Source: an optimization exercise on an open RTL-to-GDS flow (aim: small area). Production flows keep margins and buffers that such runs may drop.
Function was checked by simulation only, so behaviour that the tests miss may differ from the original.
Power is estimated from default activity; no workload was simulated.

Design trit_tx, start of the top module:
module trit_tx (
    input  wire        clk,
    input  wire        rst,           
    input  wire        tick,          
    input  wire        cmd_valid,
    output wire        cmd_ready,
    input  wire [2:0]  cmd_op,
    input  wire [4:0]  cmd_ntrits,    
    input  wire [23:0] cmd_trits,     
    input  wire [15:0] cmd_period,
    input  wire [7:0]  cmd_replog,
    input  wire [31:0] cmd_a,         
    input  wire [31:0] cmd_b,         
    input  wire [2:0]  cmd_pin,
    output reg         rsp_valid,
    output reg  [2:0]  rsp_status,
    output reg  [31:0] rsp_word,
    output reg         rsp_same,
    output reg  [7:0]  pin_out
);
==> flow/config.mk <==
export PLATFORM = sky130hd
export DESIGN_NAME = trit_tx
export DESIGN_NICKNAME = trit_tx
export VERILOG_FILES = /design/flow/design.v
export SDC_FILE = /design/flow/constraint.sdc
export NUM_CORES = 4
export LEC_CHECK = 0
export ABC_AREA = 1
export CAP_MARGIN = 20
export CORE_MARGIN = 2
export CORE_UTILIZATION = 40
export SLEW_MARGIN = 20
==> flow/constraint.sdc <==
create_clock -name core_clock -period 10.0 [get_ports {clk}]
set_input_delay 2.0000 -clock core_clock [delete_from_list [all_inputs] [get_ports {clk}]]
set_output_delay 2.0000 -clock core_clock [all_outputs]
set_load 0.01 [all_outputs]
standard.sh (not shown) runs the stock make flow with config.mk's settings and CLKGATE_MAP_FILE= SYNTH_SCRIPT=/design/flow/synth_recipe.tcl, a recipe that flattens the netlist after the stock synthesis.
==> flow/flow/run.sh <==
#!/bin/bash
# Standard ORFS layout with these changes: synthesis maps with an area-oriented
# ABC script (flow/abc_area.script) and without the adder cell map, the port
# buffers use the smallest buffer cell, and CTS inserts no dummy loads.
set -euo pipefail
here=$(pwd)
cp -r "$FLOW_HOME/scripts" "$here/scripts"
cp "$here/flow/abc_area.script" "$here/scripts/abc_area.script"
export BUFFER_PORTS_ARGS="-buffer_cell sky130_fd_sc_hd__buf_1"
export CTS_ARGS="-sink_clustering_enable -repair_clock_nets -dont_use_dummy_load -buf_list sky130_fd_sc_hd__clkbuf_8"
bash standard.sh SCRIPTS_DIR="$here/scripts" ADDER_MAP_FILE= finish > flow.log 2>&1
==> flow/flow/abc_area.script <==
strash
&get -n
&deepsyn -T 60
&put
&get -n
&dch -f
&nf -a -R 1000
&put
mfs3 -a
topo
Next try:
==> flow/flow/run.sh (replaced) <==
#!/bin/bash
# Standard ORFS layout with these changes: synthesis maps with an area-oriented
# ABC script (flow/abc_area.script), the port buffers use the smallest buffer
# cell, and CTS uses its own buffer list and clustering with no dummy loads.
set -euo pipefail
here=$(pwd)
cp -r "$FLOW_HOME/scripts" "$here/scripts"
cp "$here/flow/abc_area.script" "$here/scripts/abc_area.script"
export BUFFER_PORTS_ARGS="-buffer_cell sky130_fd_sc_hd__buf_1"
export CTS_ARGS="-sink_clustering_enable -repair_clock_nets -dont_use_dummy_load -buf_list sky130_fd_sc_hd__clkbuf_8"
bash standard.sh SCRIPTS_DIR="$here/scripts" finish > flow.log 2>&1
==> flow/flow/abc_area.script (replaced) <==
strash
dc2
&get -n
&dch -f
&nf -a -R 1000
&put
topo
The new run ran to the end with no violations.
Wire length fell by 0.82%.
Design area rose by 6.7%.
Die area rose by 7.5%.

========
## juniper
trit_tx, a different RTL version from the one above (not shown whole).
For scale: roughly 500 cells after synthesis, ~93 flip-flops, about 170 I/O pins, about 4300 um2 of cells after synthesis.
// trit_tx
module trit_tx (
    input  wire        clk,
    input  wire        rst,           
    input  wire        tick,          
    input  wire        cmd_valid,
    output wire        cmd_ready,
    input  wire [2:0]  cmd_op,
    input  wire [4:0]  cmd_ntrits,    
    input  wire [23:0] cmd_trits,     
    input  wire [15:0] cmd_period,
    input  wire [7:0]  cmd_replog,
    input  wire [31:0] cmd_a,         
    input  wire [31:0] cmd_b,         
    input  wire [2:0]  cmd_pin,
    output reg         rsp_valid,
    output reg  [2:0]  rsp_status,
    output reg  [31:0] rsp_word,
    output reg         rsp_same,
    output reg  [7:0]  pin_out
);
Settings: LEC_CHECK=0, ABC_AREA=1, CAP_MARGIN=20, CORE_MARGIN=2, CORE_UTILIZATION=55, SLEW_MARGIN=20; clock period 10.0 ns.
==> flow/flow/run.sh <==
#!/bin/bash
# Standard ORFS layout with these changes: synthesis maps with an area-oriented
# ABC script (flow/abc_area.script) and without the adder cell map, the port
# buffers use the smallest buffer cell, and CTS inserts no dummy loads.
# The make output goes to flow.log; each step's own log is under orfs/logs/.
set -euo pipefail
here=$(pwd)
cp -r "$FLOW_HOME/scripts" "$here/scripts"
cp "$here/flow/abc_area.script" "$here/scripts/abc_area.script"
export BUFFER_PORTS_ARGS="-buffer_cell sky130_fd_sc_hd__buf_1"
export CTS_ARGS="-sink_clustering_enable -repair_clock_nets -dont_use_dummy_load -buf_list sky130_fd_sc_hd__clkbuf_8"
bash standard.sh SCRIPTS_DIR="$here/scripts" ADDER_MAP_FILE= finish > flow.log 2>&1
==> flow/flow/abc_area.script <==
strash
&get -n
&deepsyn -T 60
&put
&get -n
&dch -f
&nf -a -R 1000
&put
mfs3 -a
topo
juniper: flow completed, timing, DRC and antenna clean
Edits applied to the flow inputs when going from juniper to delta:
Settings: a change of CORE_UTILIZATION from 55 to 40; a change of SLEW_MARGIN from 20 to 0; a change of CAP_MARGIN from 20 to 0.
### Flow results
[compare] base=juniper new=delta: starting density of the core shrank by 15 points; part of the power in combinational logic shrank by 0.5 points; final worst setup slack shrank by 0.082 ns; average routed wire per standard cell grew by about 3.2%.
Changes in pepper relative to delta:
Settings: SLEW_MARGIN changed from 0 to 20; CAP_MARGIN changed from 0 to 20.
--- outcome ---
- Critical path's slowest cell: sky130_fd_sc_hd__or4_1 -> pepper, sky130_fd_sc_hd__or2_0 -> delta
- Status: sequential share of layout area parity (pepper, delta)
- | proportion of final cell area spent on non-clock buffers | delta vs pepper | ≈ equal |
- pepper vs delta: power density over the cells up slightly
- delta → pepper: signed area change from the synthesized netlist to the final layout saw a decrease; transition time at the pin with the least slew margin shows a reduction of 0.041 ns.
- Final area across delta and pepper: no real change.
- Looking at delta and pepper, the utilization is a wash.
- STATUS total power after layout: pepper loses against delta
- Of delta and pepper, the lower filler-free cell count of the finished design belongs to delta.
### pepper -> violet
Settings: GPL_TIMING_DRIVEN now 0, previously not set.
diff --git a/flow/flow/run.sh b/flow/flow/run.sh
--- a/flow/flow/run.sh
+++ b/flow/flow/run.sh
@@ -3,5 +3,4 @@
 # ABC script (flow/abc_area.script) and without the adder cell map, the port
 # buffers use the smallest buffer cell, and CTS inserts no dummy loads.
-# The make output goes to flow.log; each step's own log is under orfs/logs/.
 set -euo pipefail
 here=$(pwd)
==> comparison <==
Summary — combinational power, violet relative to pepper: higher, by about 3%.
Source-to-sink clock delay at the later pin of the worst-skew pair on violet is up relative to pepper.
violet reports a lower global-route usage than pepper does.
Number of cell rows came out exactly the same in pepper and violet.
Going from pepper to violet, maximum frequency shows an increase of about 4%, portion of the layout cell area used by non-clock buffers shows an increase of 0.68 points.
Side by side, transition at the pin with the smallest max-transition slack turned out higher in violet than in pepper.
Compared violet vs pepper, and hold slack is up in violet.
When violet is set beside pepper, its maximum VDD drop turns out to be 0.0024 mV smaller.

-- port drivers added, routing unchanged --
The results above use ideal ports. As a check the final layouts listed here were re-extracted and re-timed, cells and wires unchanged. Step 1 assumes that a clkbuf_16 drives the clock port and a buf_2 every other input. Step 2 moves the port delays by t, midway between the first and last clock arrival at a register: inputs arrive t later, outputs are due t later. That takes back most of the time a late clock gives input paths. a / b / c = ideal / step 1 / step 2; a / b = the first two.
run	shift t [ns]	slack for setup (ns)	hold WS [ns]	slew at the worst register clock pin (ns)	pins driven straight from the clock port
the first run of note 1	0.405	5.042 / 5.056 / 4.650	0.491 / 0.491 / 0.491	0.10 / 0.10	1
the second run of note 1	0.395	4.395 / 4.397 / 4.002	0.484 / 0.484 / 0.484	0.10 / 0.10	1
juniper	0.374	5.096 / 5.087 / 4.712	0.450 / 0.450 / 0.450	0.10 / 0.10	1
delta	0.398	5.014 / 5.024 / 4.626	0.467 / 0.467 / 0.467	0.08 / 0.08	1
pepper	0.391	5.002 / 5.008 / 4.618	0.444 / 0.444 / 0.444	0.09 / 0.09	1
violet	0.403	5.196 / 5.205 / 4.801	0.451 / 0.451 / 0.451	0.09 / 0.09	1
After both steps setup and hold are still met in every run listed. The setup slack of violet, which loses most, moves by +0.009 ns with the drivers and by -0.395 ns with both steps.
